Context: an optimization exercise on an open-source flow, tuned for small area, a short achievable clock period and few clock cycles per item. The choices shown serve that exercise and are no tape-out recipe.
Function was not checked in any run shown here: the RTL went through the layout flow alone.
No activity file was given, so power comes from the tool's default toggle rates.

==> design/flow/design.v <==
module dither_stream (
    input  wire        clk,
    input  wire        rst,
    input  wire        start,
    input  wire        mode,
    input  wire [6:0]  width,
    input  wire [15:0] height,
    output reg         busy,
    input  wire        in_valid,
    output wire        in_ready,
    input  wire [7:0]  in_r,
    input  wire [7:0]  in_g,
    input  wire [7:0]  in_b,
    input  wire [7:0]  in_a,
    output reg         out_valid,
    input  wire        out_ready,
    output wire [7:0]  out_r,
    output wire [7:0]  out_g,
    output wire [7:0]  out_b,
    output wire [7:0]  out_a
);
    integer i;
    reg        mode_r;
    reg [6:0]  w_r;
    reg        w_is1, w_is2, w_is3, w_is4, w_ge3;
    reg        sg28, sg16, sg8, sg4, sg2, sg1;    
    wire [6:0] wm1 = w_r - 7'd1;
    wire [6:0] wm2 = w_r - 7'd2;
    wire [6:0] dl  = (w_r >= 7'd5) ? w_r - 7'd5 : 7'd0;
    wire       dl28 = (dl >= 7'd28);
    wire [6:0] dlr = dl28 ? dl - 7'd28 : dl;
    wire       slow = (w_r < 7'd4);
    always @(posedge clk) begin
        if (!busy) begin
            mode_r <= mode;
            w_r    <= width;
        end
        w_is1 <= (w_r == 7'd1);
        w_is2 <= (w_r == 7'd2);
        w_is3 <= (w_r == 7'd3);
        w_is4 <= (w_r == 7'd4);
        w_ge3 <= (w_r >= 7'd3);
        sg28  <= dl28;
        sg16  <= dlr[4];
        sg8   <= dlr[3];
        sg4   <= dlr[2];
        sg2   <= dlr[1];
        sg1   <= dlr[0];
    end
    reg        in_ready_r;
    reg        in_done;
    reg        ir_v;        
    reg        r1_v;        
    reg        r2_v;        
    reg [2:0]  na;          
    reg [2:0]  nq;          
    assign in_ready = in_ready_r;
    wire take  = in_valid && in_ready_r;
    wire pop   = out_valid && out_ready;
    wire start_ok = !busy && start;
    reg [6:0]  px;
    reg [15:0] rows;        
    reg [1:0]  rsat;        
    wire px_last  = (px == wm1);
    wire row_last = (rows == 16'd1);
    wire is_last   = px_last && row_last;
    wire is_penult = w_is1 ? (rows == 16'd2) : ((px == wm2) && row_last);
    wire take_last = ir_v ? is_penult : is_last;
    wire last_pop = pop && in_done && (na == 3'd1);
    wire busy_n   = start_ok ? 1'b1 : (busy && !last_pop);
    wire done_n   = start_ok ? 1'b0 : (in_done || (take && take_last));
    wire [2:0] na_n = na + {2'b0, take} - {2'b0, pop};
    wire throttle = slow && (take || ir_v);
    always @(posedge clk) begin
        if (rst) begin
            busy       <= 1'b0;
            in_ready_r <= 1'b0;
            in_done    <= 1'b0;
            ir_v       <= 1'b0;
            r1_v       <= 1'b0;
            r2_v       <= 1'b0;
            na         <= 3'd0;
        end else begin
            busy       <= busy_n;
            in_done    <= done_n;
            in_ready_r <= busy_n && !done_n && (na_n <= 3'd4) && !(throttle && !start_ok);
            ir_v       <= take;
            r1_v       <= ir_v;
            r2_v       <= r1_v;
            na         <= na_n;
        end
    end
    always @(posedge clk) begin
        if (!busy) begin
            px   <= 7'd0;
            rows <= height;
            rsat <= 2'd0;
        end else if (ir_v) begin
            if (px_last) begin
                px   <= 7'd0;
                rows <= rows - 16'd1;
                if (!rsat[1]) rsat <= rsat + 2'd1;
            end else begin
                px <= px + 7'd1;
            end
        end
    end
    reg [7:0] ir_r, ir_g, ir_b;
    always @(posedge clk) begin
        ir_r <= in_r;
        ir_g <= in_g;
        ir_b <= in_b;
    end
    reg       hq;
    reg [7:0] hg;
    reg [7:0] h2, h3;
    wire [4:0] hg5p = hg[7:3] + {4'd0, hg[2:0] == 3'd7};
    wire [5:0] h1a  = hq ? {hg5p != 5'd0, hg5p} : {1'b0, hg[7:3]};
    wire [7:0] h1c  = mode_r ? hg + {7'd0, hq} : {{2{h1a[5]}}, h1a};
    wire [7:0] pos0 = (r1_v && r2_v) ? h1c : (r1_v || r2_v) ? h2 : h3;
    reg [7:0] r0a, r1a, r2a;
    reg [5:0] r0b, r1b, r3a, r4a;
    function [10:0] enc;
        input       fs;
        input [7:0] a;
        input [5:0] b;
        reg a16, b16;
        begin
            a16 = (a[5:0] == 6'b010000);
            b16 = (b == 6'b010000);
            if (fs)
                enc = {3'b000, a};
            else if (!a16 && !b16)
                enc = {1'b0, a[4:0], b[4:0]};
            else if (a16)
                enc = {2'b10, 3'b000, b};
            else
                enc = {2'b11, 4'b0000, a[4:0]};
        end
    endfunction
    wire [5:0]  bpush = w_is4 ? r3a : (w_is3 ? r2a[5:0] : r4a);
    wire [10:0] head = enc(mode_r, pos0, bpush);
    reg [10:0] s28 [0:27];
    reg [10:0] s16 [0:15];
    reg [10:0] s8  [0:7];
    reg [10:0] s4  [0:3];
    reg [10:0] s2  [0:1];
    reg [10:0] s1;
    wire [10:0] y28 = sg28 ? s28[27] : head;
    wire [10:0] y16 = sg16 ? s16[15] : y28;
    wire [10:0] y8  = sg8  ? s8[7]   : y16;
    wire [10:0] y4  = sg4  ? s4[3]   : y8;
    wire [10:0] y2  = sg2  ? s2[1]   : y4;
    wire [10:0] lo  = sg1  ? s1      : y2;
    always @(posedge clk) begin
        if (ir_v) begin
            s28[0] <= head;
            for (i = 1; i < 28; i = i + 1) s28[i] <= s28[i-1];
            s16[0] <= y28;
            for (i = 1; i < 16; i = i + 1) s16[i] <= s16[i-1];
            s8[0] <= y16;
            for (i = 1; i < 8; i = i + 1) s8[i] <= s8[i-1];
            s4[0] <= y8;
            for (i = 1; i < 4; i = i + 1) s4[i] <= s4[i-1];
            s2[0] <= y4;
            s2[1] <= s2[0];
            s1 <= y2;
        end
    end
    wire [5:0] lo_a6 = lo[10] ? (lo[9] ? {lo[4], lo[4:0]} : 6'b010000)
                              : {lo[9], lo[9:5]};
    wire [5:0] lo_b6 = lo[10] ? (lo[9] ? 6'b010000 : lo[5:0])
                              : {lo[4], lo[4:0]};
    wire [7:0] lo_a  = mode_r ? lo[7:0] : {{2{lo_a6[5]}}, lo_a6};
    always @(posedge clk) begin
        if (ir_v) begin
            r0a <= lo_a;
            r0b <= lo_b6;
            r1a <= r0a;
            r1b <= r0b;
            r2a <= r1a;
            r3a <= r2a[5:0];
            r4a <= r3a;
        end
    end
    wire has_up  = (rsat != 2'd0);
    wire has_up2 = rsat[1];
    wire has_l1  = (px != 7'd0);
    wire has_l2  = (px[6:1] != 6'd0);
    wire has_r1  = !px_last;
    wire [7:0] c_upr = w_is4 ? pos0 : (w_is3 ? h2 : r0a);
    wire [7:0] c_up  = w_is4 ? r0a  : (w_is3 ? pos0 : (w_is2 ? h2 : r1a));
    wire [7:0] c_upl = w_is4 ? r1a  : (w_is3 ? r0a  : (w_is2 ? pos0 : r2a));
    wire [5:0] c_up2 = w_is4 ? r0b  : (w_is3 ? r2a[5:0] : (w_is2 ? r0a[5:0]
                     : (w_is1 ? h2[5:0] : r1b)));
    wire m_upl = has_up && has_l1;
    wire m_up  = has_up && !w_is1;
    wire m_upr = has_up && has_r1 && w_ge3;
    function signed [8:0] val;
        input       fs;
        input [7:0] c;
        begin
            if (fs) val = {c[7] & (c[6:0] != 7'd0), c};
            else    val = {c[7], c};
        end
    endfunction
    wire signed [8:0] e_upl = val(mode_r, c_upl);
    wire signed [8:0] e_up  = val(mode_r, c_up);
    wire signed [8:0] e_upr = val(mode_r, c_upr);
    wire signed [10:0] p5 = (e_up <<< 2) + e_up;
    wire signed [10:0] p3 = (e_upr <<< 1) + e_upr;
    wire [6:0] a1 = (m_upl ? c_upl[6:0] : 7'd0) + (has_up2 ? {c_up2[5], c_up2} : 7'd0);
    wire [6:0] a2 = (m_up  ? c_up[6:0]  : 7'd0);
    wire [6:0] a3 = (m_upr ? c_upr[6:0] : 7'd0);
    wire [6:0] q1 = mode_r ? (m_upl ? {{2{e_upl[8]}}, e_upl[8:4]} : 7'd0) : a1;
    wire [6:0] q2 = mode_r ? (m_up  ? p5[10:4] : 7'd0) : a2;
    wire [6:0] q3 = mode_r ? (m_upr ? p3[10:4] : 7'd0) : a3;
    wire k1 = mode_r && m_upl && (e_upl[3:0] != 4'd0);
    wire k2 = mode_r && m_up  && (e_up[3:0]  != 4'd0);
    wire k3 = mode_r && m_upr && (e_upr[3:0] != 4'd0);
    function [8:0] pchain;
        input [7:0] c;
        input [6:0] q1, q2, q3;
        input       k1, k2, k3;
        reg [9:0] s1, s2, s3;
        reg       i1, i2, i3, z1, z2;
        begin
            s1 = {2'b00, c} + {{3{q1[6]}}, q1};
            i1 = s1[9] & k1;
            z1 = i1 & (s1[7:0] == 8'hff);
            s2 = {2'b00, s1[7:0]} + {{3{q2[6]}}, q2} + {9'd0, i1};
            i2 = (z1 ? q2[6] : s2[9]) & k2;
            z2 = i2 & (s2[7:0] == 8'hff);
            s3 = {2'b00, s2[7:0]} + {{3{q3[6]}}, q3} + {9'd0, i2};
            i3 = (z2 ? q3[6] : s3[9]) & k3;
            pchain = {i3, s3[7:0]};
        end
    endfunction
    wire [8:0] pv_r = pchain(ir_r, q1, q2, q3, k1, k2, k3);
    wire [8:0] pv_g = pchain(ir_g, q1, q2, q3, k1, k2, k3);
    wire [8:0] pv_b = pchain(ir_b, q1, q2, q3, k1, k2, k3);
    wire f_l  = has_l1;
    wire f_u1 = !has_l1 && has_up && w_is1;
    wire f_u2 = !has_l1 && has_up && w_is2;
    wire f_on = f_l || f_u1 || f_u2;
    reg [8:0] v1_r, v1_g, v1_b;
    reg [7:0] fc1;
    always @(posedge clk) begin
        v1_r <= pv_r;
        v1_g <= pv_g;
        v1_b <= pv_b;
        fc1  <= {mode_r && f_u2,                  
                 mode_r && f_u1,                  
                 mode_r && f_l,                   
                 !mode_r && f_on,                 
                 !mode_r && has_l2,               
                 mode_r && (f_u1 || f_u2),        
                 mode_r && f_on,                  
                 1'b0};
    end
    wire [7:0] pv2_r = v1_r[7:0] + {7'd0, v1_r[8]};
    wire [7:0] pv2_g = v1_g[7:0] + {7'd0, v1_g[8]};
    wire [7:0] pv2_b = v1_b[7:0] + {7'd0, v1_b[8]};
    wire a0s_t1 = pv2_r[6] ^ ~pv2_r[4];
    wire a0s_t2 = pv2_r[6] & ~pv2_r[4];
    wire a0s_t3 = pv2_r[7] ^ ~pv2_r[5] ^ ~pv2_r[3];
    wire a0s_t4 = (pv2_r[7] & ~pv2_r[5]) | (pv2_r[7] & ~pv2_r[3]) | (~pv2_r[5] & ~pv2_r[3]);
    wire a0s_t5 = ~pv2_r[6] ^ ~pv2_r[4] ^ pv2_r[2];
    wire a0s_t6 = (~pv2_r[6] & ~pv2_r[4]) | (~pv2_r[6] & pv2_r[2]) | (~pv2_r[4] & pv2_r[2]);
    wire a0s_t7 = ~pv2_r[7] ^ ~pv2_r[5] ^ pv2_r[3];
    wire a0s_t8 = (~pv2_r[7] & ~pv2_r[5]) | (~pv2_r[7] & pv2_r[3]) | (~pv2_r[5] & pv2_r[3]);
    wire a0s_t9 = pv2_r[0] ^ ~pv2_g[6];
    wire a0s_t10 = pv2_r[0] & ~pv2_g[6];
    wire a0s_t11 = ~pv2_r[6] ^ pv2_r[4] ^ pv2_r[1];
    wire a0s_t12 = (~pv2_r[6] & pv2_r[4]) | (~pv2_r[6] & pv2_r[1]) | (pv2_r[4] & pv2_r[1]);
    wire a0s_t13 = ~pv2_g[7] ^ pv2_g[5];
    wire a0s_t14 = ~pv2_g[7] & pv2_g[5];
    wire a0s_t15 = ~pv2_r[7] ^ pv2_r[5] ^ pv2_r[2];
    wire a0s_t16 = (~pv2_r[7] & pv2_r[5]) | (~pv2_r[7] & pv2_r[2]) | (pv2_r[5] & pv2_r[2]);
    wire a0s_t17 = pv2_r[6] ^ pv2_r[3] ^ ~pv2_r[0];
    wire a0s_t18 = (pv2_r[6] & pv2_r[3]) | (pv2_r[6] & ~pv2_r[0]) | (pv2_r[3] & ~pv2_r[0]);
    wire a0s_t19 = pv2_r[7] ^ pv2_r[4] ^ ~pv2_r[1];
    wire a0s_t20 = (pv2_r[7] & pv2_r[4]) | (pv2_r[7] & ~pv2_r[1]) | (pv2_r[4] & ~pv2_r[1]);
    wire a0s_t21 = pv2_g[5] ^ ~pv2_g[2];
    wire a0s_t22 = pv2_g[5] & ~pv2_g[2];
    wire a0s_t23 = pv2_r[5] ^ ~pv2_r[2] ^ pv2_r[0];
    wire a0s_t24 = (pv2_r[5] & ~pv2_r[2]) | (pv2_r[5] & pv2_r[0]) | (~pv2_r[2] & pv2_r[0]);
    wire a0s_t25 = pv2_g[6] ^ ~pv2_g[3];
    wire a0s_t26 = pv2_g[6] & ~pv2_g[3];
    wire a0s_t27 = pv2_r[6] ^ ~pv2_r[3] ^ pv2_r[1];
    wire a0s_t28 = (pv2_r[6] & ~pv2_r[3]) | (pv2_r[6] & pv2_r[1]) | (~pv2_r[3] & pv2_r[1]);
    wire a0s_t29 = pv2_g[7] ^ ~pv2_g[4] ^ ~pv2_g[2];
    wire a0s_t30 = (pv2_g[7] & ~pv2_g[4]) | (pv2_g[7] & ~pv2_g[2]) | (~pv2_g[4] & ~pv2_g[2]);
    wire a0s_t31 = pv2_g[0] ^ pv2_b[7];
    wire a0s_t32 = pv2_g[0] & pv2_b[7];
    wire a0s_t33 = pv2_r[7] ^ ~pv2_r[4] ^ pv2_r[2];
    wire a0s_t34 = (pv2_r[7] & ~pv2_r[4]) | (pv2_r[7] & pv2_r[2]) | (~pv2_r[4] & pv2_r[2]);
    wire a0s_t35 = pv2_r[0] ^ ~pv2_g[5] ^ ~pv2_g[3];
    wire a0s_t36 = (pv2_r[0] & ~pv2_g[5]) | (pv2_r[0] & ~pv2_g[3]) | (~pv2_g[5] & ~pv2_g[3]);
    wire a0s_t37 = pv2_g[1] ^ pv2_b[6];
    wire a0s_t38 = pv2_g[1] & pv2_b[6];
    wire a0s_t39 = ~pv2_r[5] ^ pv2_r[3] ^ pv2_r[1];
    wire a0s_t40 = (~pv2_r[5] & pv2_r[3]) | (~pv2_r[5] & pv2_r[1]) | (pv2_r[3] & pv2_r[1]);
    wire a0s_t41 = ~pv2_g[6] ^ ~pv2_g[4] ^ pv2_g[2];
    wire a0s_t42 = (~pv2_g[6] & ~pv2_g[4]) | (~pv2_g[6] & pv2_g[2]) | (~pv2_g[4] & pv2_g[2]);
    wire a0s_t43 = ~pv2_r[6] ^ pv2_r[4] ^ pv2_r[2];
    wire a0s_t44 = (~pv2_r[6] & pv2_r[4]) | (~pv2_r[6] & pv2_r[2]) | (pv2_r[4] & pv2_r[2]);
    wire a0s_t45 = ~pv2_r[7] ^ pv2_r[5];
    wire a0s_t46 = ~pv2_r[7] & pv2_r[5];
    wire a0s_t47 = pv2_r[5] ^ ~pv2_r[3] ^ ~pv2_r[1];
    wire a0s_t48 = (pv2_r[5] & ~pv2_r[3]) | (pv2_r[5] & ~pv2_r[1]) | (~pv2_r[3] & ~pv2_r[1]);
    wire a0s_t49 = ~pv2_r[2] ^ pv2_r[0] ^ ~pv2_g[6];
    wire a0s_t50 = (~pv2_r[2] & pv2_r[0]) | (~pv2_r[2] & ~pv2_g[6]) | (pv2_r[0] & ~pv2_g[6]);
    wire a0s_t51 = ~pv2_g[3] ^ pv2_g[1] ^ ~pv2_b[4];
    wire a0s_t52 = (~pv2_g[3] & pv2_g[1]) | (~pv2_g[3] & ~pv2_b[4]) | (pv2_g[1] & ~pv2_b[4]);
    wire a0s_t53 = pv2_r[1] ^ ~pv2_g[7] ^ ~pv2_g[4];
    wire a0s_t54 = (pv2_r[1] & ~pv2_g[7]) | (pv2_r[1] & ~pv2_g[4]) | (~pv2_g[7] & ~pv2_g[4]);
    wire a0s_t55 = pv2_g[2] ^ ~pv2_b[5] ^ ~pv2_b[1];
    wire a0s_t56 = (pv2_g[2] & ~pv2_b[5]) | (pv2_g[2] & ~pv2_b[1]) | (~pv2_b[5] & ~pv2_b[1]);
    wire a0s_t57 = 1'b1 ^ a0s_t3;
    wire a0s_t58 = 1'b1 & a0s_t3;
    wire a0s_t59 = ~pv2_g[5] ^ pv2_g[3] ^ pv2_g[0];
    wire a0s_t60 = (~pv2_g[5] & pv2_g[3]) | (~pv2_g[5] & pv2_g[0]) | (pv2_g[3] & pv2_g[0]);
    wire a0s_t61 = ~pv2_b[6] ^ ~pv2_b[2] ^ pv2_b[0];
    wire a0s_t62 = (~pv2_b[6] & ~pv2_b[2]) | (~pv2_b[6] & pv2_b[0]) | (~pv2_b[2] & pv2_b[0]);
    wire a0s_t63 = 1'b1 ^ a0s_t5 ^ a0s_t4;
    wire a0s_t64 = (1'b1 & a0s_t5) | (1'b1 & a0s_t4) | (a0s_t5 & a0s_t4);
    wire a0s_t65 = pv2_g[4] ^ pv2_g[1] ^ ~pv2_b[7];
    wire a0s_t66 = (pv2_g[4] & pv2_g[1]) | (pv2_g[4] & ~pv2_b[7]) | (pv2_g[1] & ~pv2_b[7]);
    wire a0s_t67 = ~pv2_b[3] ^ pv2_b[1] ^ 1'b1;
    wire a0s_t68 = (~pv2_b[3] & pv2_b[1]) | (~pv2_b[3] & 1'b1) | (pv2_b[1] & 1'b1);
    wire a0s_t69 = a0s_t7 ^ a0s_t9 ^ a0s_t6;
    wire a0s_t70 = (a0s_t7 & a0s_t9) | (a0s_t7 & a0s_t6) | (a0s_t9 & a0s_t6);
    wire a0s_t71 = pv2_g[2] ^ ~pv2_b[4] ^ pv2_b[2];
    wire a0s_t72 = (pv2_g[2] & ~pv2_b[4]) | (pv2_g[2] & pv2_b[2]) | (~pv2_b[4] & pv2_b[2]);
    wire a0s_t73 = pv2_b[0] ^ 1'b1 ^ a0s_t11;
    wire a0s_t74 = (pv2_b[0] & 1'b1) | (pv2_b[0] & a0s_t11) | (1'b1 & a0s_t11);
    wire a0s_t75 = a0s_t13 ^ a0s_t8 ^ a0s_t10;
    wire a0s_t76 = (a0s_t13 & a0s_t8) | (a0s_t13 & a0s_t10) | (a0s_t8 & a0s_t10);
    wire a0s_t77 = pv2_g[6] ^ pv2_g[3] ^ ~pv2_g[0];
    wire a0s_t78 = (pv2_g[6] & pv2_g[3]) | (pv2_g[6] & ~pv2_g[0]) | (pv2_g[3] & ~pv2_g[0]);
    wire a0s_t79 = ~pv2_b[5] ^ pv2_b[3] ^ pv2_b[1];
    wire a0s_t80 = (~pv2_b[5] & pv2_b[3]) | (~pv2_b[5] & pv2_b[1]) | (pv2_b[3] & pv2_b[1]);
    wire a0s_t81 = a0s_t15 ^ a0s_t12 ^ a0s_t14;
    wire a0s_t82 = (a0s_t15 & a0s_t12) | (a0s_t15 & a0s_t14) | (a0s_t12 & a0s_t14);
    wire a0s_t83 = pv2_g[7] ^ pv2_g[4] ^ ~pv2_g[1];
    wire a0s_t84 = (pv2_g[7] & pv2_g[4]) | (pv2_g[7] & ~pv2_g[1]) | (pv2_g[4] & ~pv2_g[1]);
    wire a0s_t85 = ~pv2_b[6] ^ pv2_b[4] ^ pv2_b[2];
    wire a0s_t86 = (~pv2_b[6] & pv2_b[4]) | (~pv2_b[6] & pv2_b[2]) | (pv2_b[4] & pv2_b[2]);
    wire a0s_t87 = ~pv2_b[0] ^ a0s_t17 ^ a0s_t16;
    wire a0s_t88 = (~pv2_b[0] & a0s_t17) | (~pv2_b[0] & a0s_t16) | (a0s_t17 & a0s_t16);
    wire a0s_t89 = ~pv2_g[0] ^ ~pv2_b[7] ^ pv2_b[5];
    wire a0s_t90 = (~pv2_g[0] & ~pv2_b[7]) | (~pv2_g[0] & pv2_b[5]) | (~pv2_b[7] & pv2_b[5]);
    wire a0s_t91 = pv2_b[3] ^ ~pv2_b[1] ^ 1'b1;
    wire a0s_t92 = (pv2_b[3] & ~pv2_b[1]) | (pv2_b[3] & 1'b1) | (~pv2_b[1] & 1'b1);
    wire a0s_t93 = a0s_t19 ^ a0s_t21 ^ a0s_t18;
    wire a0s_t94 = (a0s_t19 & a0s_t21) | (a0s_t19 & a0s_t18) | (a0s_t21 & a0s_t18);
    wire a0s_t95 = ~pv2_g[1] ^ pv2_b[6] ^ pv2_b[4];
    wire a0s_t96 = (~pv2_g[1] & pv2_b[6]) | (~pv2_g[1] & pv2_b[4]) | (pv2_b[6] & pv2_b[4]);
    wire a0s_t97 = ~pv2_b[2] ^ 1'b1 ^ a0s_t23;
    wire a0s_t98 = (~pv2_b[2] & 1'b1) | (~pv2_b[2] & a0s_t23) | (1'b1 & a0s_t23);
    wire a0s_t99 = a0s_t25 ^ a0s_t20 ^ a0s_t22;
    wire a0s_t100 = (a0s_t25 & a0s_t20) | (a0s_t25 & a0s_t22) | (a0s_t20 & a0s_t22);
    wire a0s_t101 = pv2_b[5] ^ ~pv2_b[3] ^ pv2_b[0];
    wire a0s_t102 = (pv2_b[5] & ~pv2_b[3]) | (pv2_b[5] & pv2_b[0]) | (~pv2_b[3] & pv2_b[0]);
    wire a0s_t103 = 1'b1 ^ a0s_t27 ^ a0s_t29;
    wire a0s_t104 = (1'b1 & a0s_t27) | (1'b1 & a0s_t29) | (a0s_t27 & a0s_t29);
    wire a0s_t105 = a0s_t31 ^ a0s_t24 ^ a0s_t26;
    wire a0s_t106 = (a0s_t31 & a0s_t24) | (a0s_t31 & a0s_t26) | (a0s_t24 & a0s_t26);
    wire a0s_t107 = ~pv2_b[4] ^ pv2_b[1] ^ 1'b1;
    wire a0s_t108 = (~pv2_b[4] & pv2_b[1]) | (~pv2_b[4] & 1'b1) | (pv2_b[1] & 1'b1);
    wire a0s_t109 = a0s_t33 ^ a0s_t35 ^ a0s_t37;
    wire a0s_t110 = (a0s_t33 & a0s_t35) | (a0s_t33 & a0s_t37) | (a0s_t35 & a0s_t37);
    wire a0s_t111 = a0s_t28 ^ a0s_t30 ^ a0s_t32;
    wire a0s_t112 = (a0s_t28 & a0s_t30) | (a0s_t28 & a0s_t32) | (a0s_t30 & a0s_t32);
    wire a0s_t113 = pv2_g[0] ^ pv2_b[7] ^ ~pv2_b[5];
    wire a0s_t114 = (pv2_g[0] & pv2_b[7]) | (pv2_g[0] & ~pv2_b[5]) | (pv2_b[7] & ~pv2_b[5]);
    wire a0s_t115 = pv2_b[2] ^ a0s_t39 ^ a0s_t41;
    wire a0s_t116 = (pv2_b[2] & a0s_t39) | (pv2_b[2] & a0s_t41) | (a0s_t39 & a0s_t41);
    wire a0s_t117 = a0s_t34 ^ a0s_t36 ^ a0s_t38;
    wire a0s_t118 = (a0s_t34 & a0s_t36) | (a0s_t34 & a0s_t38) | (a0s_t36 & a0s_t38);
    wire a0s_t119 = ~pv2_g[7] ^ ~pv2_g[5] ^ pv2_g[3];
    wire a0s_t120 = (~pv2_g[7] & ~pv2_g[5]) | (~pv2_g[7] & pv2_g[3]) | (~pv2_g[5] & pv2_g[3]);
    wire a0s_t121 = pv2_g[1] ^ ~pv2_b[6] ^ pv2_b[3];
    wire a0s_t122 = (pv2_g[1] & ~pv2_b[6]) | (pv2_g[1] & pv2_b[3]) | (~pv2_b[6] & pv2_b[3]);
    wire a0s_t123 = a0s_t43 ^ a0s_t40 ^ a0s_t42;
    wire a0s_t124 = (a0s_t43 & a0s_t40) | (a0s_t43 & a0s_t42) | (a0s_t40 & a0s_t42);
    wire a0s_t125 = pv2_r[3] ^ ~pv2_g[6] ^ pv2_g[4];
    wire a0s_t126 = (pv2_r[3] & ~pv2_g[6]) | (pv2_r[3] & pv2_g[4]) | (~pv2_g[6] & pv2_g[4]);
    wire a0s_t127 = pv2_g[2] ^ ~pv2_b[7] ^ pv2_b[4];
    wire a0s_t128 = (pv2_g[2] & ~pv2_b[7]) | (pv2_g[2] & pv2_b[4]) | (~pv2_b[7] & pv2_b[4]);
    wire a0s_t129 = 1'b1 ^ a0s_t45 ^ a0s_t44;
    wire a0s_t130 = (1'b1 & a0s_t45) | (1'b1 & a0s_t44) | (a0s_t45 & a0s_t44);
    wire a0s_t131 = pv2_r[6] ^ pv2_r[4] ^ ~pv2_g[7];
    wire a0s_t132 = (pv2_r[6] & pv2_r[4]) | (pv2_r[6] & ~pv2_g[7]) | (pv2_r[4] & ~pv2_g[7]);
    wire a0s_t133 = pv2_g[5] ^ pv2_g[3] ^ pv2_b[5];
    wire a0s_t134 = (pv2_g[5] & pv2_g[3]) | (pv2_g[5] & pv2_b[5]) | (pv2_g[3] & pv2_b[5]);
    wire a0s_t135 = 1'b1 ^ a0s_t46;
    wire a0s_t136 = 1'b1 & a0s_t46;
    wire a0s_t137 = pv2_r[7] ^ pv2_r[5] ^ pv2_g[6];
    wire a0s_t138 = (pv2_r[7] & pv2_r[5]) | (pv2_r[7] & pv2_g[6]) | (pv2_r[5] & pv2_g[6]);
    wire a0s_t139 = pv2_g[4] ^ pv2_b[6];
    wire a0s_t140 = pv2_g[4] & pv2_b[6];
    wire a0s_t141 = pv2_r[3] ^ ~pv2_r[1];
    wire a0s_t142 = pv2_r[3] & ~pv2_r[1];
    wire a0s_t143 = pv2_r[4] ^ ~pv2_r[2] ^ ~pv2_r[0];
    wire a0s_t144 = (pv2_r[4] & ~pv2_r[2]) | (pv2_r[4] & ~pv2_r[0]) | (~pv2_r[2] & ~pv2_r[0]);
    wire a0s_t145 = ~pv2_g[4] ^ ~pv2_g[1];
    wire a0s_t146 = ~pv2_g[4] & ~pv2_g[1];
    wire a0s_t147 = ~pv2_g[5] ^ ~pv2_g[2] ^ pv2_g[0];
    wire a0s_t148 = (~pv2_g[5] & ~pv2_g[2]) | (~pv2_g[5] & pv2_g[0]) | (~pv2_g[2] & pv2_g[0]);
    wire a0s_t149 = ~pv2_b[3] ^ 1'b1 ^ a0s_t47;
    wire a0s_t150 = (~pv2_b[3] & 1'b1) | (~pv2_b[3] & a0s_t47) | (1'b1 & a0s_t47);
    wire a0s_t151 = ~pv2_b[0] ^ 1'b1 ^ a0s_t1;
    wire a0s_t152 = (~pv2_b[0] & 1'b1) | (~pv2_b[0] & a0s_t1) | (1'b1 & a0s_t1);
    wire a0s_t153 = a0s_t49 ^ a0s_t51 ^ a0s_t48;
    wire a0s_t154 = (a0s_t49 & a0s_t51) | (a0s_t49 & a0s_t48) | (a0s_t51 & a0s_t48);
    wire a0s_t155 = a0s_t2 ^ a0s_t53 ^ a0s_t55;
    wire a0s_t156 = (a0s_t2 & a0s_t53) | (a0s_t2 & a0s_t55) | (a0s_t53 & a0s_t55);
    wire a0s_t157 = a0s_t57 ^ a0s_t50 ^ a0s_t52;
    wire a0s_t158 = (a0s_t57 & a0s_t50) | (a0s_t57 & a0s_t52) | (a0s_t50 & a0s_t52);
    wire a0s_t159 = a0s_t59 ^ a0s_t61 ^ a0s_t63;
    wire a0s_t160 = (a0s_t59 & a0s_t61) | (a0s_t59 & a0s_t63) | (a0s_t61 & a0s_t63);
    wire a0s_t161 = a0s_t54 ^ a0s_t56 ^ a0s_t58;
    wire a0s_t162 = (a0s_t54 & a0s_t56) | (a0s_t54 & a0s_t58) | (a0s_t56 & a0s_t58);
    wire a0s_t163 = a0s_t65 ^ a0s_t67 ^ a0s_t69;
    wire a0s_t164 = (a0s_t65 & a0s_t67) | (a0s_t65 & a0s_t69) | (a0s_t67 & a0s_t69);
    wire a0s_t165 = a0s_t60 ^ a0s_t62 ^ a0s_t64;
    wire a0s_t166 = (a0s_t60 & a0s_t62) | (a0s_t60 & a0s_t64) | (a0s_t62 & a0s_t64);
    wire a0s_t167 = a0s_t71 ^ a0s_t73 ^ a0s_t75;
    wire a0s_t168 = (a0s_t71 & a0s_t73) | (a0s_t71 & a0s_t75) | (a0s_t73 & a0s_t75);
    wire a0s_t169 = a0s_t66 ^ a0s_t68 ^ a0s_t70;
    wire a0s_t170 = (a0s_t66 & a0s_t68) | (a0s_t66 & a0s_t70) | (a0s_t68 & a0s_t70);
    wire a0s_t171 = a0s_t77 ^ a0s_t79 ^ a0s_t81;
    wire a0s_t172 = (a0s_t77 & a0s_t79) | (a0s_t77 & a0s_t81) | (a0s_t79 & a0s_t81);
    wire a0s_t173 = a0s_t72 ^ a0s_t74 ^ a0s_t76;
    wire a0s_t174 = (a0s_t72 & a0s_t74) | (a0s_t72 & a0s_t76) | (a0s_t74 & a0s_t76);
    wire a0s_t175 = a0s_t83 ^ a0s_t85 ^ a0s_t87;
    wire a0s_t176 = (a0s_t83 & a0s_t85) | (a0s_t83 & a0s_t87) | (a0s_t85 & a0s_t87);
    wire a0s_t177 = a0s_t78 ^ a0s_t80 ^ a0s_t82;
    wire a0s_t178 = (a0s_t78 & a0s_t80) | (a0s_t78 & a0s_t82) | (a0s_t80 & a0s_t82);
    wire a0s_t179 = a0s_t89 ^ a0s_t91 ^ a0s_t93;
    wire a0s_t180 = (a0s_t89 & a0s_t91) | (a0s_t89 & a0s_t93) | (a0s_t91 & a0s_t93);
    wire a0s_t181 = a0s_t84 ^ a0s_t86 ^ a0s_t88;
    wire a0s_t182 = (a0s_t84 & a0s_t86) | (a0s_t84 & a0s_t88) | (a0s_t86 & a0s_t88);
    wire a0s_t183 = a0s_t95 ^ a0s_t97 ^ a0s_t99;
    wire a0s_t184 = (a0s_t95 & a0s_t97) | (a0s_t95 & a0s_t99) | (a0s_t97 & a0s_t99);
    wire a0s_t185 = a0s_t90 ^ a0s_t92 ^ a0s_t94;
    wire a0s_t186 = (a0s_t90 & a0s_t92) | (a0s_t90 & a0s_t94) | (a0s_t92 & a0s_t94);
    wire a0s_t187 = a0s_t101 ^ a0s_t103 ^ a0s_t105;
    wire a0s_t188 = (a0s_t101 & a0s_t103) | (a0s_t101 & a0s_t105) | (a0s_t103 & a0s_t105);
    wire a0s_t189 = a0s_t96 ^ a0s_t98 ^ a0s_t100;
    wire a0s_t190 = (a0s_t96 & a0s_t98) | (a0s_t96 & a0s_t100) | (a0s_t98 & a0s_t100);
    wire a0s_t191 = a0s_t107 ^ a0s_t109 ^ a0s_t111;
    wire a0s_t192 = (a0s_t107 & a0s_t109) | (a0s_t107 & a0s_t111) | (a0s_t109 & a0s_t111);
    wire a0s_t193 = a0s_t102 ^ a0s_t104 ^ a0s_t106;
    wire a0s_t194 = (a0s_t102 & a0s_t104) | (a0s_t102 & a0s_t106) | (a0s_t104 & a0s_t106);
    wire a0s_t195 = a0s_t113 ^ a0s_t115 ^ a0s_t117;
    wire a0s_t196 = (a0s_t113 & a0s_t115) | (a0s_t113 & a0s_t117) | (a0s_t115 & a0s_t117);
    wire a0s_t197 = a0s_t108 ^ a0s_t110 ^ a0s_t112;
    wire a0s_t198 = (a0s_t108 & a0s_t110) | (a0s_t108 & a0s_t112) | (a0s_t110 & a0s_t112);
    wire a0s_t199 = a0s_t119 ^ a0s_t121 ^ a0s_t123;
    wire a0s_t200 = (a0s_t119 & a0s_t121) | (a0s_t119 & a0s_t123) | (a0s_t121 & a0s_t123);
    wire a0s_t201 = a0s_t114 ^ a0s_t116 ^ a0s_t118;
    wire a0s_t202 = (a0s_t114 & a0s_t116) | (a0s_t114 & a0s_t118) | (a0s_t116 & a0s_t118);
    wire a0s_t203 = a0s_t125 ^ a0s_t127 ^ a0s_t129;
    wire a0s_t204 = (a0s_t125 & a0s_t127) | (a0s_t125 & a0s_t129) | (a0s_t127 & a0s_t129);
    wire a0s_t205 = a0s_t120 ^ a0s_t122 ^ a0s_t124;
    wire a0s_t206 = (a0s_t120 & a0s_t122) | (a0s_t120 & a0s_t124) | (a0s_t122 & a0s_t124);
    wire a0s_t207 = a0s_t131 ^ a0s_t133 ^ a0s_t135;
    wire a0s_t208 = (a0s_t131 & a0s_t133) | (a0s_t131 & a0s_t135) | (a0s_t133 & a0s_t135);
    wire a0s_t209 = a0s_t126 ^ a0s_t128 ^ a0s_t130;
    wire a0s_t210 = (a0s_t126 & a0s_t128) | (a0s_t126 & a0s_t130) | (a0s_t128 & a0s_t130);
    wire a0s_t211 = 1'b1 ^ a0s_t137 ^ a0s_t139;
    wire a0s_t212 = (1'b1 & a0s_t137) | (1'b1 & a0s_t139) | (a0s_t137 & a0s_t139);
    wire a0s_t213 = a0s_t132 ^ a0s_t134 ^ a0s_t136;
    wire a0s_t214 = (a0s_t132 & a0s_t134) | (a0s_t132 & a0s_t136) | (a0s_t134 & a0s_t136);
    wire a0s_t215 = pv2_r[6] ^ pv2_g[7] ^ pv2_g[5];
    wire a0s_t216 = (pv2_r[6] & pv2_g[7]) | (pv2_r[6] & pv2_g[5]) | (pv2_g[7] & pv2_g[5]);
    wire a0s_t217 = pv2_b[7] ^ a0s_t138 ^ a0s_t140;
    wire a0s_t218 = (pv2_b[7] & a0s_t138) | (pv2_b[7] & a0s_t140) | (a0s_t138 & a0s_t140);
    wire a0s_t219 = pv2_r[7] ^ pv2_g[6];
    wire a0s_t220 = pv2_r[7] & pv2_g[6];
    wire a0s_t221 = pv2_r[2] ^ ~pv2_r[0];
    wire a0s_t222 = pv2_r[2] & ~pv2_r[0];
    wire a0s_t223 = ~pv2_g[3] ^ ~pv2_g[0] ^ ~pv2_b[1];
    wire a0s_t224 = (~pv2_g[3] & ~pv2_g[0]) | (~pv2_g[3] & ~pv2_b[1]) | (~pv2_g[0] & ~pv2_b[1]);
    wire a0s_t225 = ~pv2_b[2] ^ a0s_t143 ^ a0s_t145;
    wire a0s_t226 = (~pv2_b[2] & a0s_t143) | (~pv2_b[2] & a0s_t145) | (a0s_t143 & a0s_t145);
    wire a0s_t227 = a0s_t147 ^ a0s_t149 ^ a0s_t144;
    wire a0s_t228 = (a0s_t147 & a0s_t149) | (a0s_t147 & a0s_t144) | (a0s_t149 & a0s_t144);
    wire a0s_t229 = a0s_t151 ^ a0s_t153 ^ a0s_t148;
    wire a0s_t230 = (a0s_t151 & a0s_t153) | (a0s_t151 & a0s_t148) | (a0s_t153 & a0s_t148);
    wire a0s_t231 = a0s_t155 ^ a0s_t157 ^ a0s_t152;
    wire a0s_t232 = (a0s_t155 & a0s_t157) | (a0s_t155 & a0s_t152) | (a0s_t157 & a0s_t152);
    wire a0s_t233 = a0s_t159 ^ a0s_t161 ^ a0s_t156;
    wire a0s_t234 = (a0s_t159 & a0s_t161) | (a0s_t159 & a0s_t156) | (a0s_t161 & a0s_t156);
    wire a0s_t235 = a0s_t163 ^ a0s_t165 ^ a0s_t160;
    wire a0s_t236 = (a0s_t163 & a0s_t165) | (a0s_t163 & a0s_t160) | (a0s_t165 & a0s_t160);
    wire a0s_t237 = a0s_t167 ^ a0s_t169 ^ a0s_t164;
    wire a0s_t238 = (a0s_t167 & a0s_t169) | (a0s_t167 & a0s_t164) | (a0s_t169 & a0s_t164);
    wire a0s_t239 = a0s_t171 ^ a0s_t173 ^ a0s_t168;
    wire a0s_t240 = (a0s_t171 & a0s_t173) | (a0s_t171 & a0s_t168) | (a0s_t173 & a0s_t168);
    wire a0s_t241 = a0s_t175 ^ a0s_t177 ^ a0s_t172;
    wire a0s_t242 = (a0s_t175 & a0s_t177) | (a0s_t175 & a0s_t172) | (a0s_t177 & a0s_t172);
    wire a0s_t243 = a0s_t179 ^ a0s_t181 ^ a0s_t176;
    wire a0s_t244 = (a0s_t179 & a0s_t181) | (a0s_t179 & a0s_t176) | (a0s_t181 & a0s_t176);
    wire a0s_t245 = a0s_t183 ^ a0s_t185 ^ a0s_t180;
    wire a0s_t246 = (a0s_t183 & a0s_t185) | (a0s_t183 & a0s_t180) | (a0s_t185 & a0s_t180);
    wire a0s_t247 = a0s_t187 ^ a0s_t189 ^ a0s_t184;
    wire a0s_t248 = (a0s_t187 & a0s_t189) | (a0s_t187 & a0s_t184) | (a0s_t189 & a0s_t184);
    wire a0s_t249 = a0s_t191 ^ a0s_t193 ^ a0s_t188;
    wire a0s_t250 = (a0s_t191 & a0s_t193) | (a0s_t191 & a0s_t188) | (a0s_t193 & a0s_t188);
    wire a0s_t251 = a0s_t195 ^ a0s_t197 ^ a0s_t192;
    wire a0s_t252 = (a0s_t195 & a0s_t197) | (a0s_t195 & a0s_t192) | (a0s_t197 & a0s_t192);
    wire a0s_t253 = a0s_t199 ^ a0s_t201 ^ a0s_t196;
    wire a0s_t254 = (a0s_t199 & a0s_t201) | (a0s_t199 & a0s_t196) | (a0s_t201 & a0s_t196);
    wire a0s_t255 = a0s_t203 ^ a0s_t205 ^ a0s_t200;
    wire a0s_t256 = (a0s_t203 & a0s_t205) | (a0s_t203 & a0s_t200) | (a0s_t205 & a0s_t200);
    wire a0s_t257 = a0s_t207 ^ a0s_t209 ^ a0s_t204;
    wire a0s_t258 = (a0s_t207 & a0s_t209) | (a0s_t207 & a0s_t204) | (a0s_t209 & a0s_t204);
    wire a0s_t259 = a0s_t211 ^ a0s_t213 ^ a0s_t208;
    wire a0s_t260 = (a0s_t211 & a0s_t213) | (a0s_t211 & a0s_t208) | (a0s_t213 & a0s_t208);
    wire a0s_t261 = a0s_t215 ^ a0s_t217 ^ a0s_t212;
    wire a0s_t262 = (a0s_t215 & a0s_t217) | (a0s_t215 & a0s_t212) | (a0s_t217 & a0s_t212);
    wire a0s_t263 = 1'b1 ^ a0s_t219 ^ a0s_t216;
    wire a0s_t264 = (1'b1 & a0s_t219) | (1'b1 & a0s_t216) | (a0s_t219 & a0s_t216);
    wire a0s_t265 = pv2_g[7] ^ 1'b1;
    wire a0s_t266 = pv2_g[7] & 1'b1;
    wire a0s_t267 = pv2_r[0] ^ ~pv2_g[0];
    wire a0s_t268 = pv2_r[0] & ~pv2_g[0];
    wire a0s_t269 = pv2_r[1] ^ ~pv2_g[1] ^ 1'b1;
    wire a0s_t270 = (pv2_r[1] & ~pv2_g[1]) | (pv2_r[1] & 1'b1) | (~pv2_g[1] & 1'b1);
    wire a0s_t271 = ~pv2_g[2] ^ ~pv2_b[0] ^ a0s_t221;
    wire a0s_t272 = (~pv2_g[2] & ~pv2_b[0]) | (~pv2_g[2] & a0s_t221) | (~pv2_b[0] & a0s_t221);
    wire a0s_t273 = a0s_t141 ^ a0s_t223 ^ a0s_t222;
    wire a0s_t274 = (a0s_t141 & a0s_t223) | (a0s_t141 & a0s_t222) | (a0s_t223 & a0s_t222);
    wire a0s_t275 = a0s_t142 ^ a0s_t225 ^ a0s_t224;
    wire a0s_t276 = (a0s_t142 & a0s_t225) | (a0s_t142 & a0s_t224) | (a0s_t225 & a0s_t224);
    wire a0s_t277 = a0s_t146 ^ a0s_t227 ^ a0s_t226;
    wire a0s_t278 = (a0s_t146 & a0s_t227) | (a0s_t146 & a0s_t226) | (a0s_t227 & a0s_t226);
    wire a0s_t279 = a0s_t150 ^ a0s_t229 ^ a0s_t228;
    wire a0s_t280 = (a0s_t150 & a0s_t229) | (a0s_t150 & a0s_t228) | (a0s_t229 & a0s_t228);
    wire a0s_t281 = a0s_t154 ^ a0s_t231 ^ a0s_t230;
    wire a0s_t282 = (a0s_t154 & a0s_t231) | (a0s_t154 & a0s_t230) | (a0s_t231 & a0s_t230);
    wire a0s_t283 = a0s_t158 ^ a0s_t233 ^ a0s_t232;
    wire a0s_t284 = (a0s_t158 & a0s_t233) | (a0s_t158 & a0s_t232) | (a0s_t233 & a0s_t232);
    wire a0s_t285 = a0s_t162 ^ a0s_t235 ^ a0s_t234;
    wire a0s_t286 = (a0s_t162 & a0s_t235) | (a0s_t162 & a0s_t234) | (a0s_t235 & a0s_t234);
    wire a0s_t287 = a0s_t166 ^ a0s_t237 ^ a0s_t236;
    wire a0s_t288 = (a0s_t166 & a0s_t237) | (a0s_t166 & a0s_t236) | (a0s_t237 & a0s_t236);
    wire a0s_t289 = a0s_t170 ^ a0s_t239 ^ a0s_t238;
    wire a0s_t290 = (a0s_t170 & a0s_t239) | (a0s_t170 & a0s_t238) | (a0s_t239 & a0s_t238);
    wire a0s_t291 = a0s_t174 ^ a0s_t241 ^ a0s_t240;
    wire a0s_t292 = (a0s_t174 & a0s_t241) | (a0s_t174 & a0s_t240) | (a0s_t241 & a0s_t240);
    wire a0s_t293 = a0s_t178 ^ a0s_t243 ^ a0s_t242;
    wire a0s_t294 = (a0s_t178 & a0s_t243) | (a0s_t178 & a0s_t242) | (a0s_t243 & a0s_t242);
    wire a0s_t295 = a0s_t182 ^ a0s_t245 ^ a0s_t244;
    wire a0s_t296 = (a0s_t182 & a0s_t245) | (a0s_t182 & a0s_t244) | (a0s_t245 & a0s_t244);
    wire a0s_t297 = a0s_t186 ^ a0s_t247 ^ a0s_t246;
    wire a0s_t298 = (a0s_t186 & a0s_t247) | (a0s_t186 & a0s_t246) | (a0s_t247 & a0s_t246);
    wire a0s_t299 = a0s_t190 ^ a0s_t249 ^ a0s_t248;
    wire a0s_t300 = (a0s_t190 & a0s_t249) | (a0s_t190 & a0s_t248) | (a0s_t249 & a0s_t248);
    wire a0s_t301 = a0s_t194 ^ a0s_t251 ^ a0s_t250;
    wire a0s_t302 = (a0s_t194 & a0s_t251) | (a0s_t194 & a0s_t250) | (a0s_t251 & a0s_t250);
    wire a0s_t303 = a0s_t198 ^ a0s_t253 ^ a0s_t252;
    wire a0s_t304 = (a0s_t198 & a0s_t253) | (a0s_t198 & a0s_t252) | (a0s_t253 & a0s_t252);
    wire a0s_t305 = a0s_t202 ^ a0s_t255 ^ a0s_t254;
    wire a0s_t306 = (a0s_t202 & a0s_t255) | (a0s_t202 & a0s_t254) | (a0s_t255 & a0s_t254);
    wire a0s_t307 = a0s_t206 ^ a0s_t257 ^ a0s_t256;
    wire a0s_t308 = (a0s_t206 & a0s_t257) | (a0s_t206 & a0s_t256) | (a0s_t257 & a0s_t256);
    wire a0s_t309 = a0s_t210 ^ a0s_t259 ^ a0s_t258;
    wire a0s_t310 = (a0s_t210 & a0s_t259) | (a0s_t210 & a0s_t258) | (a0s_t259 & a0s_t258);
    wire a0s_t311 = a0s_t214 ^ a0s_t261 ^ a0s_t260;
    wire a0s_t312 = (a0s_t214 & a0s_t261) | (a0s_t214 & a0s_t260) | (a0s_t261 & a0s_t260);
    wire a0s_t313 = a0s_t218 ^ a0s_t263 ^ a0s_t262;
    wire a0s_t314 = (a0s_t218 & a0s_t263) | (a0s_t218 & a0s_t262) | (a0s_t263 & a0s_t262);
    wire a0s_t315 = a0s_t220 ^ a0s_t265 ^ a0s_t264;
    wire a0s_t316 = (a0s_t220 & a0s_t265) | (a0s_t220 & a0s_t264) | (a0s_t265 & a0s_t264);
    wire a0s_t317 = 1'b1 ^ a0s_t266;
    wire a0s_t318 = 1'b1 & a0s_t266;
    wire [25:0] a0s_a = {a0s_t317, a0s_t315, a0s_t313, a0s_t311, a0s_t309, a0s_t307, a0s_t305, a0s_t303, a0s_t301, a0s_t299, a0s_t297, a0s_t295, a0s_t293, a0s_t291, a0s_t289, a0s_t287, a0s_t285, a0s_t283, a0s_t281, a0s_t279, a0s_t277, a0s_t275, a0s_t273, a0s_t271, a0s_t269, 1'b1};
    wire [25:0] a0s_b = {a0s_t316, a0s_t314, a0s_t312, a0s_t310, a0s_t308, a0s_t306, a0s_t304, a0s_t302, a0s_t300, a0s_t298, a0s_t296, a0s_t294, a0s_t292, a0s_t290, a0s_t288, a0s_t286, a0s_t284, a0s_t282, a0s_t280, a0s_t278, a0s_t276, a0s_t274, a0s_t272, a0s_t270, a0s_t268, a0s_t267};
    wire [25:0] a0s = a0s_a + a0s_b;
    reg [25:0] a0k;
    reg [7:0]  v2_r, v2_g, v2_b;
    reg [7:0]  fc2;
    always @(posedge clk) begin
        a0k  <= a0s;
        v2_r <= pv2_r;
        v2_g <= pv2_g;
        v2_b <= pv2_b;
        fc2  <= fc1;
    end
    wire fx1 = fc2[7], fx2 = fc2[6], fx3 = fc2[5], fa1 = fc2[4], fa2 = fc2[3];
    wire fy  = fc2[2], fc = fc2[1];
    wire [13:0] g14 = {6'd0, hg};
    wire [2:0]  am  = hg[2:0] + {2'b00, hq};
    wire [13:0] za  = (hq ? 14'h3e02 : 14'h0000) - {10'd0, am, 1'b0};
    wire [13:0] ea2 = {{4{h2[5]}}, h2[5:0], 4'd0};
    wire [13:0] kx = ({14{fx1 | fa1}} & (g14 << 1)) | ({14{fx2}} & (g14 << 2))
                   | ({14{fx3}} & (g14 << 3));
    wire [13:0] ky = ({14{fy}} & g14) | ({14{fx3}} & ~g14) | ({14{fa2}} & ea2);
    wire [13:0] kz = ({14{fx1 & hq}} & 14'h3d03)       
                   | ({14{fx2 & hq}} & 14'h3b05)       
                   | ({14{fx3 & hq}} & 14'h3908)       
                   | {13'd0, fx3 & !hq}
                   | ({14{fa1}} & za);
    wire [13:0] ks = kx ^ ky ^ kz;
    wire [13:0] kc = ((kx & ky) | (kx & kz) | (ky & kz)) << 1;
    wire [4:0]  k4 = {1'b0, ks[3:0]} + {1'b0, kc[3:0]};
    wire        c4 = k4[4];
    wire        fcor = fc && (hq ? (hg[3:0] != 4'hf) : (hg[3:0] != 4'h0));
    function [25:0] adj;
        input [7:0]  v;
        input [13:0] xs, xc;
        input        fcr;
        input [25:0] a256n, a1, a257, a256;
        reg   [13:0] a, s, c, t;
        reg          hi, ng, m1;
        begin
            a  = {2'b00, v, 4'b0000};
            s  = a ^ xs ^ xc;
            c  = ((a & xs) | (a & xc) | (xs & xc)) << 1;
            t  = s + c;
            hi = !t[13] && t[12];
            ng = t[13];
            m1 = (t[13:4] == 10'h3ff);
            adj = ({26{hi}} & a256n)
                | ({26{ng && m1 && fcr}} & a1)
                | ({26{ng && !m1 && fcr}} & a257)
                | ({26{ng && !fcr}} & a256);
        end
    endfunction
    wire [25:0] j_r = adj(v2_r, ks, kc, fcor, 26'h2cdd300, 26'h001322d, 26'h1335f2d, 26'h1322d00);
    wire [25:0] j_g = adj(v2_g, ks, kc, fcor, 26'h1a6e900, 26'h0025917, 26'h25b7017, 26'h2591700);
    wire [25:0] j_b = adj(v2_b, ks, kc, fcor, 26'h38b4400, 26'h00074bc, 26'h07530bc, 26'h074bc00);
    wire [25:0] t_ks = {ks[11:4], 18'd0};
    wire [25:0] t_kc = {kc[11:4], 18'd0};
    wire [25:0] fs1a = a0k ^ t_ks ^ t_kc;
    wire [25:0] fc1a = (((a0k & t_ks) | (a0k & t_kc) | (t_ks & t_kc)) << 1) | {7'd0, c4, 18'd0};
    wire [25:0] fs1b = j_r ^ j_g ^ j_b;
    wire [25:0] fc1b = ((j_r & j_g) | (j_r & j_b) | (j_g & j_b)) << 1;
    wire [25:0] fs2  = fs1a ^ fc1a ^ fs1b;
    wire [25:0] fc2x = ((fs1a & fc1a) | (fs1a & fs1b) | (fc1a & fs1b)) << 1;
    wire [25:0] fs3  = fs2 ^ fc2x ^ fc1b;
    wire [25:0] fc3  = ((fs2 & fc2x) | (fs2 & fc1b) | (fc2x & fc1b)) << 1;
    wire [25:0] lsum = fs3 + fc3;
    wire [7:0] gray = lsum[25:18];
    wire       q_hi = gray[7] && (gray[6:0] != 7'd0);
    always @(posedge clk) begin
        if (r2_v) begin
            hq <= q_hi;
            hg <= gray;
            h2 <= h1c;
            h3 <= h2;
        end
    end
    reg [7:0] qa [0:4];
    reg [4:0] qkn;           
    wire [2:0] nq_n = nq + {2'b0, r2_v} - {2'b0, pop};
    always @(posedge clk) begin
        for (i = 0; i < 5; i = i + 1) begin
            if (pop ? (na == i + 1) : (na == i))
                qa[i] <= in_a;
            else if (pop)
                qa[i] <= (i < 4) ? qa[(i + 1) % 5] : qa[i];
            if (r2_v && (pop ? (nq == i + 1) : (nq == i)))
                qkn[i] <= !q_hi;
            else if (pop)
                qkn[i] <= (i < 4) ? qkn[(i + 1) % 5] : qkn[i];
        end
    end
    always @(posedge clk) begin
        if (rst) begin
            nq        <= 3'd0;
            out_valid <= 1'b0;
        end else begin
            nq        <= nq_n;
            out_valid <= (nq_n != 3'd0);
        end
    end
    assign out_r = 8'd0;
    assign out_g = {8{qkn[0]}};
    assign out_b = {qkn[0], 2'b00, qkn[0], qkn[0], qkn[0], 2'b00};
    assign out_a = qa[0];
endmodule
==> design/flow/flow/run.sh <==
#!/bin/bash
# Layout flow: the standard synthesis and ORFS flow, with the timing
# repair steps (floorplan, CTS, global route) aiming for a setup slack of
# MARGIN ns instead of 0, so that they size and buffer the critical paths
# for a shorter period than the design's (the constraints are unchanged).
set -euo pipefail
W=$(pwd)
MARGIN=$(cat "$W/flow/margin.txt")
bash standard.sh synth > "$W/synth.log" 2>&1
make -C "$FLOW_HOME" DESIGN_CONFIG="$W/config.mk" WORK_HOME="$W/orfs" CLKGATE_MAP_FILE= \
    SYNTH_SCRIPT="$W/synth_recipe.tcl" SETUP_SLACK_MARGIN="$MARGIN" finish > "$W/layout.log" 2>&1
bash standard.sh finish > "$W/final_def.log" 2>&1
==> design/flow/flow/margin.txt <==
23
==> design/flow/standard.sh <==
#!/bin/bash
# synth_recipe.tcl (not shown) runs the flow's synth.tcl, then flattens the netlist and writes it again
# the make line also repeats each setting of config.mk as NAME=value (left out here)
make -C /OpenROAD-flow-scripts/flow DESIGN_CONFIG=/design/flow/config.mk WORK_HOME=/design/flow/orfs CLKGATE_MAP_FILE= SYNTH_SCRIPT=/design/flow/synth_recipe.tcl "${@:-finish}"
==> design/flow/config.mk <==
export PLATFORM = sky130hd
export DESIGN_NAME = dither_stream
export DESIGN_NICKNAME = dither_stream
export VERILOG_FILES = /design/flow/design.v
export SDC_FILE = /design/flow/constraint.sdc
export NUM_CORES = 4
export LEC_CHECK = 0
export CAP_MARGIN = 20
export CORE_MARGIN = 2
export CORE_UTILIZATION = 40
export SLEW_MARGIN = 20
==> design/flow/constraint.sdc <==
create_clock -name core_clock -period 32.0 [get_ports {clk}]
set_input_delay 6.4000 -clock core_clock [delete_from_list [all_inputs] [get_ports {clk}]]
set_output_delay 6.4000 -clock core_clock [all_outputs]
set_load 0.01 [all_outputs]
==> results.cfg, run 1 <==
[place]
place_congestion = 0.864
place_area_um2 = 49300
hpwl_um = 67800
pre_cts_ws_ns = 21.73
port_buffers = 83

[hold_path]
holdPathEnd = fc2[1]
hold_depth = 0
min_from = fc1[1]
holdCritPathClass = flip-flop to flip-flop

[global_route]
grt_usage_pct = 16.0
grt_pass1_vias = 26300
grt_pass1_wl_um = 151000
grt_max_degree = 184
antenna_found_initial = 0
grt.overflow.total = 0

[routing]
drt_pre_antenna_iters = 5
viasPerCell = 5.04
drt_wl_total_um = 96600
drc = 0
drt-wirelength-per-cell_um = 18.4
ant_nets = 0
vias = 26500
drt_iter0_markers = 2016

[synth]
async_flop_share_pct = 0
syn_area_per_cell_um2 = 13.6
synthFlopType = edfxtp_1
synthMostInstantiatedCell = edfxtp_1
synth_common_cells = 791 x edfxtp_1, 360 x inv_1, 273 x ha_1
ys_seq_elements = 939
netlist_area_um2 = 46700
synth_edf_count = 791
yosysSeqAreaShare_pct = 57.2
synth_top_area_share_pct = 50.9
synth_top_cell_by_area = edfxtp_1
synth_cells = 3439
synth_cell_type_count = 111
synth_area_leaders = edfxtp_1 51%, fa_1 9.5%, ha_1 7.3%, dfxtp_1 6.3%, inv_1 2.9%
yosys_warnings = 7

[power_and_ir_drop]
powerDensity_nw_per_um2 = 71.7
leakage_nw = 20.9
peakVddDrop_mv = 0.0611

[timing]
grt_setup_unrepaired = true
fmax_ghz = 0.113
finalHoldWorstSlack_ns = 0.323
final.min_clock_period_ns = 8.86
finalHoldViolations = 0
tightest_slew_ns = 1.02
period_share_pct = 27.7
timing.slew.headroom_pct = 32.2
setup_viol_count_final = 0
slew_viol_final = 0
finalSetupTns_ns = 0
clock_skew_ns = 0.0472
fin_ws_ns = 23.14

[finish]
synthToLayoutAreaGrowth_pct = 15.4
antenna_cells = 0
drive_above_1_share_pct = 14.0
fill_cells = 10400
fin_area_um2 = 53900
layout.nets = 4200
fin_util_pct = 46.4

[floorplanning]
rows = 125
die_y_um = 346
die_area_um2 = 119000
io_pins = 96
fp.dieW_um = 346
fp.coreArea_um2 = 116000
initial_utilization_pct = 40.2

[clock_network]
htreeDepth = 3
cts_buffers = 97
cts_hold_repair.buffers = 0
clock_sinks = 939
cts.clk_slew.worst_paths_ns = 0.06
root_buffer = clkbuf_16
cts_tree = built
insertion_delay_ns = 0.69
clockBufferDepth = 3

[worst_setup_path]
critical_path.top_delay_family = adder cells
ff2ff_setup_slack_ns = 23.14
r2r-end = qkn[1]
crit_arrival_ns = 9.34
path_max_fanout = 4
critPathMostFrequentCell = ha_4
cp.required_ns = 32.48
cp.buffers_inverters = 6
slowest_delay_ns = 0.59
cp-start-kind = flip-flop
reg2regPathDepth = 35
crit-reg2reg-launch = hg[0]
cp_slowest_cell = fa_1
cp-end-kind = flip-flop
critical_path_class = flip-flop to flip-flop

[job]
max-cap-violations = 0

[status]
status = timing/DRC/antenna clean
-- worst max path at each step --
| stage | cells after the start | start | to |
|---|---|---|---|
| floorplan | 33 | hg[0] | qkn[1] |
| global placement | 35 | hq | qkn[1] |
| detailed placement | 36 | hq | qkn[1] |
| CTS | 34 | hg[0] | qkn[1] |
| global route | 48 | hg[0] | v1_r[8] |
| finish | 35 | hg[0] | qkn[1] |
-- stage by stage --
stage                     total power, mW  std cells
after CTS                            3.87       5205
after detailed placement             2.72       4993
after global routing                 4.13       5252
final                                3.87       5252
after floorplan                      2.41       3450
after global placement               2.70       4993
-- where the power goes --
group          leakage [nW]  switching [mW]  internal (mW)
clock network          1.56           0.472          0.653
logic                  10.8           0.682          0.509
registers              8.45          0.0609           1.49
total                  20.9            1.22           2.65
-- cell families after synthesis --
logic type      Yosys count  synth area share (%)
compound gates          549                  8.02
xor+xnor                209                  3.95
fa+ha+maj               495                  16.8
buf+inv                 465                  4.16
flops                   939                  57.2
mux                     118                  2.74
other cells               1               0.00803
simple gates            663                  7.06
-- state kept, by name, summed over array words and instances, names as in the netlist, 9 cells and up --
register	flops
s8	88
s2	22
a0k	26
v1_b	9
s4	44
v1_g	9
s1	11
v1_r	9
qa	40
rows	16
s28	308
s16	176
-- area by class of cell --
cell class	instances	area, µm²	area share [%]
sequential	939	26700	49.6
multi-input combinational	2046	18900	35.1
clock buffer	135	2660	4.94
tap	1524	1910	3.54
timing repair buffer	195	1720	3.18
inverter	365	1380	2.56
clock inverter	48	576	1.07
-- routing by layer --
layer	routed length, µm	GRT usage [%]
met1	46400	23.0
met2	44600	25.4
met4	2020	4.47
met3	3560	2.16
met5	0	0
-- layout by cell type (no fill, tap or decap), types with 13 or more instances in the layout --
cell | synthesis | layout
dfxtp_1 | 148 | 145
o21ai_0 | 107 | 94
o21ai_1 | 6 | 14
xnor2_1 | 126 | 117
clkdlybuf4s50_1 | 0 | 83
nand3_1 | 37 | 37
and3_1 | 30 | 29
nand4_1 | 19 | 19
o31ai_1 | 15 | 13
o21bai_1 | 16 | 13
inv_1 | 360 | 346
a21oi_1 | 142 | 125
a21oi_2 | 2 | 16
mux2_2 | 72 | 71
buf_4 | 33 | 107
a31oi_1 | 26 | 24
ha_1 | 273 | 250
a22oi_1 | 17 | 14
clkbuf_16 | 0 | 98
mux2i_1 | 43 | 41
nand2_1 | 149 | 146
o22ai_1 | 15 | 14
edfxtp_1 | 791 | 791
ha_4 | 0 | 18
clkbuf_1 | 46 | 30
nor2_1 | 212 | 206
nor2b_1 | 36 | 35
a21o_1 | 56 | 55
fa_1 | 222 | 214
nor3_1 | 40 | 37
nand2b_1 | 35 | 32
o211ai_1 | 13 | 13
inv_2 | 2 | 14
clkinv_1 | 2 | 18
xor2_1 | 81 | 77
o21a_1 | 21 | 21
and2_1 | 19 | 19
-- what timing repair did --
action,CTS,global route
pin swaps,22,74
buffers inserted,29,47
resized for setup,66,101
setup endpoints to repair,27,19
==> inputs of run 2 (changes only) <==
--- a/design/flow/config.mk
+++ b/design/flow/config.mk
@@ -7,5 +7,5 @@
 export LEC_CHECK = 0
 export CAP_MARGIN = 20
 export CORE_MARGIN = 2
-export CORE_UTILIZATION = 40
+export CORE_UTILIZATION = 60
 export SLEW_MARGIN = 20
==> results.cfg, run 2 <==
[finish]
fill_cells = 5344
largest-register = s28
largest_reg_flops = 308
layout_common_cells = 791 x edfxtp_1, 349 x inv_1, 248 x ha_1, 209 x fa_1, 208 x nor2_1
drive_above_1_share_pct = 13.8
synthToLayoutAreaGrowth_pct = 13.6
final_common_cell = edfxtp_1
layout.nets = 4187
reg.largest.list = s28: 308 flops, s16: 176 flops, s8: 88 flops

[worst_setup_path]
critical_path_class = flip-flop to flip-flop
critPathMostFrequentCell = ha_4
cp.required_ns = 32.36
cp_slowest_cell = fa_2
cp_num_cells = 35
ff2ff_setup_slack_ns = 22.81
critical_path.top_delay_family = adder cells
slowest_delay_ns = 0.60
path_max_fanout = 4
r2r-end = qkn[1]
cp-end-kind = flip-flop
reg2regPathDepth = 35
crit_start = hg[0]
cp-start-kind = flip-flop
crit-reg2reg-launch = hg[0]
cp.buffers_inverters = 6
crit_arrival_ns = 9.55

[synth]
yosys_warnings = 7
netlist_area_um2 = 46700
async_flop_share_pct = 0
synthMostInstantiatedCell = edfxtp_1
synth_edf_count = 791
yosysSeqAreaShare_pct = 57.2
synth_cells = 3439
synth_top_cell_by_area = edfxtp_1
synth_common_cells = 791 x edfxtp_1, 360 x inv_1, 273 x ha_1
synth_area_leaders = edfxtp_1 51%, fa_1 9.5%, ha_1 7.3%, dfxtp_1 6.3%, inv_1 2.9%
syn_area_per_cell_um2 = 13.6
ys_seq_elements = 939
synthFlopType = edfxtp_1
synth_cell_type_count = 111
synth_top_area_share_pct = 50.9

[floorplanning]
die_y_um = 283
die_area_um2 = 80100
initial_utilization_pct = 60.5
io_pins = 96
fp.coreArea_um2 = 77200
fp.dieW_um = 283
rows = 102

[global_route]
grt_pass1_vias = 27500
grt_pass1_wl_um = 156000
grt.overflow.total = 0
grt_usage_pct = 25.4
antenna_found_initial = 1
grt_max_degree = 183

[timing]
setup_viol_count_final = 0
grt_setup_unrepaired = true
finalHoldViolations = 0
clock_skew_ns = 0.0690
period_share_pct = 28.7
timing.slew.headroom_pct = 34.7
final.min_clock_period_ns = 9.19
fin_ws_ns = 22.81
tightest_slew_ns = 0.979
slew_viol_final = 0
fmax_ghz = 0.109
finalSetupTns_ns = 0

[clock_network]
clock_sinks = 939
cts.clk_slew.worst_paths_ns = 0.06
cts_tree = built
clockBufferDepth = 3
cts_buffers = 92
root_buffer = clkbuf_16
htreeDepth = 3
cts_hold_repair.buffers = 0
insertion_delay_ns = 0.69

[routing]
ant_nets = 0
drt-wirelength-per-cell_um = 21.6
drt_wl_total_um = 102000
drt_iter0_markers = 2175
vias = 27100
drt_pre_antenna_iters = 5
viasPerCell = 5.71
drc = 0

[hold_path]
min_from = fc1[5]
holdPathEnd = fc2[5]
hold_depth = 0
holdCritPathClass = flip-flop to flip-flop

[place]
hpwl_um = 70800
port_buffers = 83
place_congestion = 0.911
pre_cts_ws_ns = 21.40

[job]
max-cap-violations = 0

[status]
status = timing/DRC/antenna clean

[power_and_ir_drop]
p_total_mw = 3.84
leakage_nw = 20.7
powerDensity_nw_per_um2 = 72.3
peakVddDrop_mv = 0.0636
-- run 2: cells by family (layout without fill, tap and decap cells) --
family | after synthesis | after routing | synth area share [%]
flip-flops | 939 | 939 | 57.2
AND/OR/NAND/NOR | 663 | 663 | 7.06
AO/OA/AOI/OAI | 549 | 549 | 8.02
adder cells (fa/ha/maj) | 495 | 495 | 16.8
buffers and inverters | 465 | 716 | 4.16
XOR/XNOR | 209 | 209 | 3.95
multiplexers | 118 | 118 | 2.74
other | 1 | 13 | 0.00803
-- run 2: how the worst max path moves through the flow --
stage	end	slack (ns)
floorplan	qkn[1]	23.04
global placement	qkn[1]	21.54
detailed placement	qkn[1]	21.40
CTS	qkn[1]	22.98
global route	qkn[1]	22.56
finish	qkn[1]	22.81
-- run 2: layer usage --
layer	up-vias	GRT usage, %	wire, µm
met1	13500	35.7	44800
met5	-	0	0
met3	175	3.83	5920
met4	0	6.85	2600
li1	12600	-	-
met2	867	41.5	49200
-- run 2: stage by stage --
stage	area [µm²]	utilization [%]	hold slack [ns]	cells
3_3_place_gp	48600	63.0	0.312	4505
4_1_cts	52300	67.8	0.326	4705
3_5_place_dp	48600	63.0	0.312	4505
6_report	53000	68.7	0.325	4742
2_1_floorplan	46800	-	0.310	3450
5_1_grt	53000	68.7	0.333	4742
-- run 2: cell type report --
cell class              count  area [µm²]  area share (%)
flip-flops and latches    939       26700            50.4
multi-input cells        2046       18900            35.7
clock buffers             114        2450            4.61
repair buffers            187        1660            3.13
inverters                 365        1390            2.62
well taps                1040        1300            2.45
clock inverters            50         582            1.10
diodes                      1        2.50         0.00472
-- run 2: timing repair --
item                                    4_1_cts  5_1_grt
pin swaps                                    30       47
gates resized for setup                      91       73
endpoints found under the setup margin       34       20
setup buffers                                36       35
endpoints found under the hold margin         0        0
-- run 2: power breakdown --
| group | total (mW) | leakage (nW) | switching, mW | internal, mW |
|---|---|---|---|---|
| Sequential | 1.56 | 8.45 | 0.0667 | 1.49 |
| Combinational | 1.21 | 10.8 | 0.703 | 0.509 |
| Clock | 1.07 | 1.48 | 0.473 | 0.594 |
| Total | 3.84 | 20.7 | 1.24 | 2.59 |

what the ideal ports hide:
No port has a modelled driver above. Below, the same layouts with a new extraction and two added sets of constraints.
Step 1, drivers: a clkbuf_16 drives clk and a buf_2 each remaining input, both assumed.
Step 2 adds t to the input delays and takes it off the output delays; t is the mean of the earliest and latest rising clock arrival at the registers after step 1. Input paths then give back, and output paths get back, about the clock's delay inside the block.
a / b / c = no drivers / after step 1 / after step 2; a / b = the first two.
| run | shift t [ns] | setup WS [ns] | latest minus earliest clock arrival (ns) | worst register clock-pin slew, ns | worst data-port slew with drivers (ns) |
|---|---|---|---|---|---|
| run 1 | 0.738 | 23.139 / 23.139 / 22.523 | 0.048 / 0.049 | 0.06 / 0.06 | 0.11 |
| run 2 | 0.722 | 22.809 / 22.809 / 22.629 | 0.071 / 0.071 | 0.07 / 0.07 | 0.10 |
After both steps setup and hold are still met in every run listed. The setup slack of run 1, which loses most, moves by 0.000 ns with the drivers and by -0.616 ns with both steps.
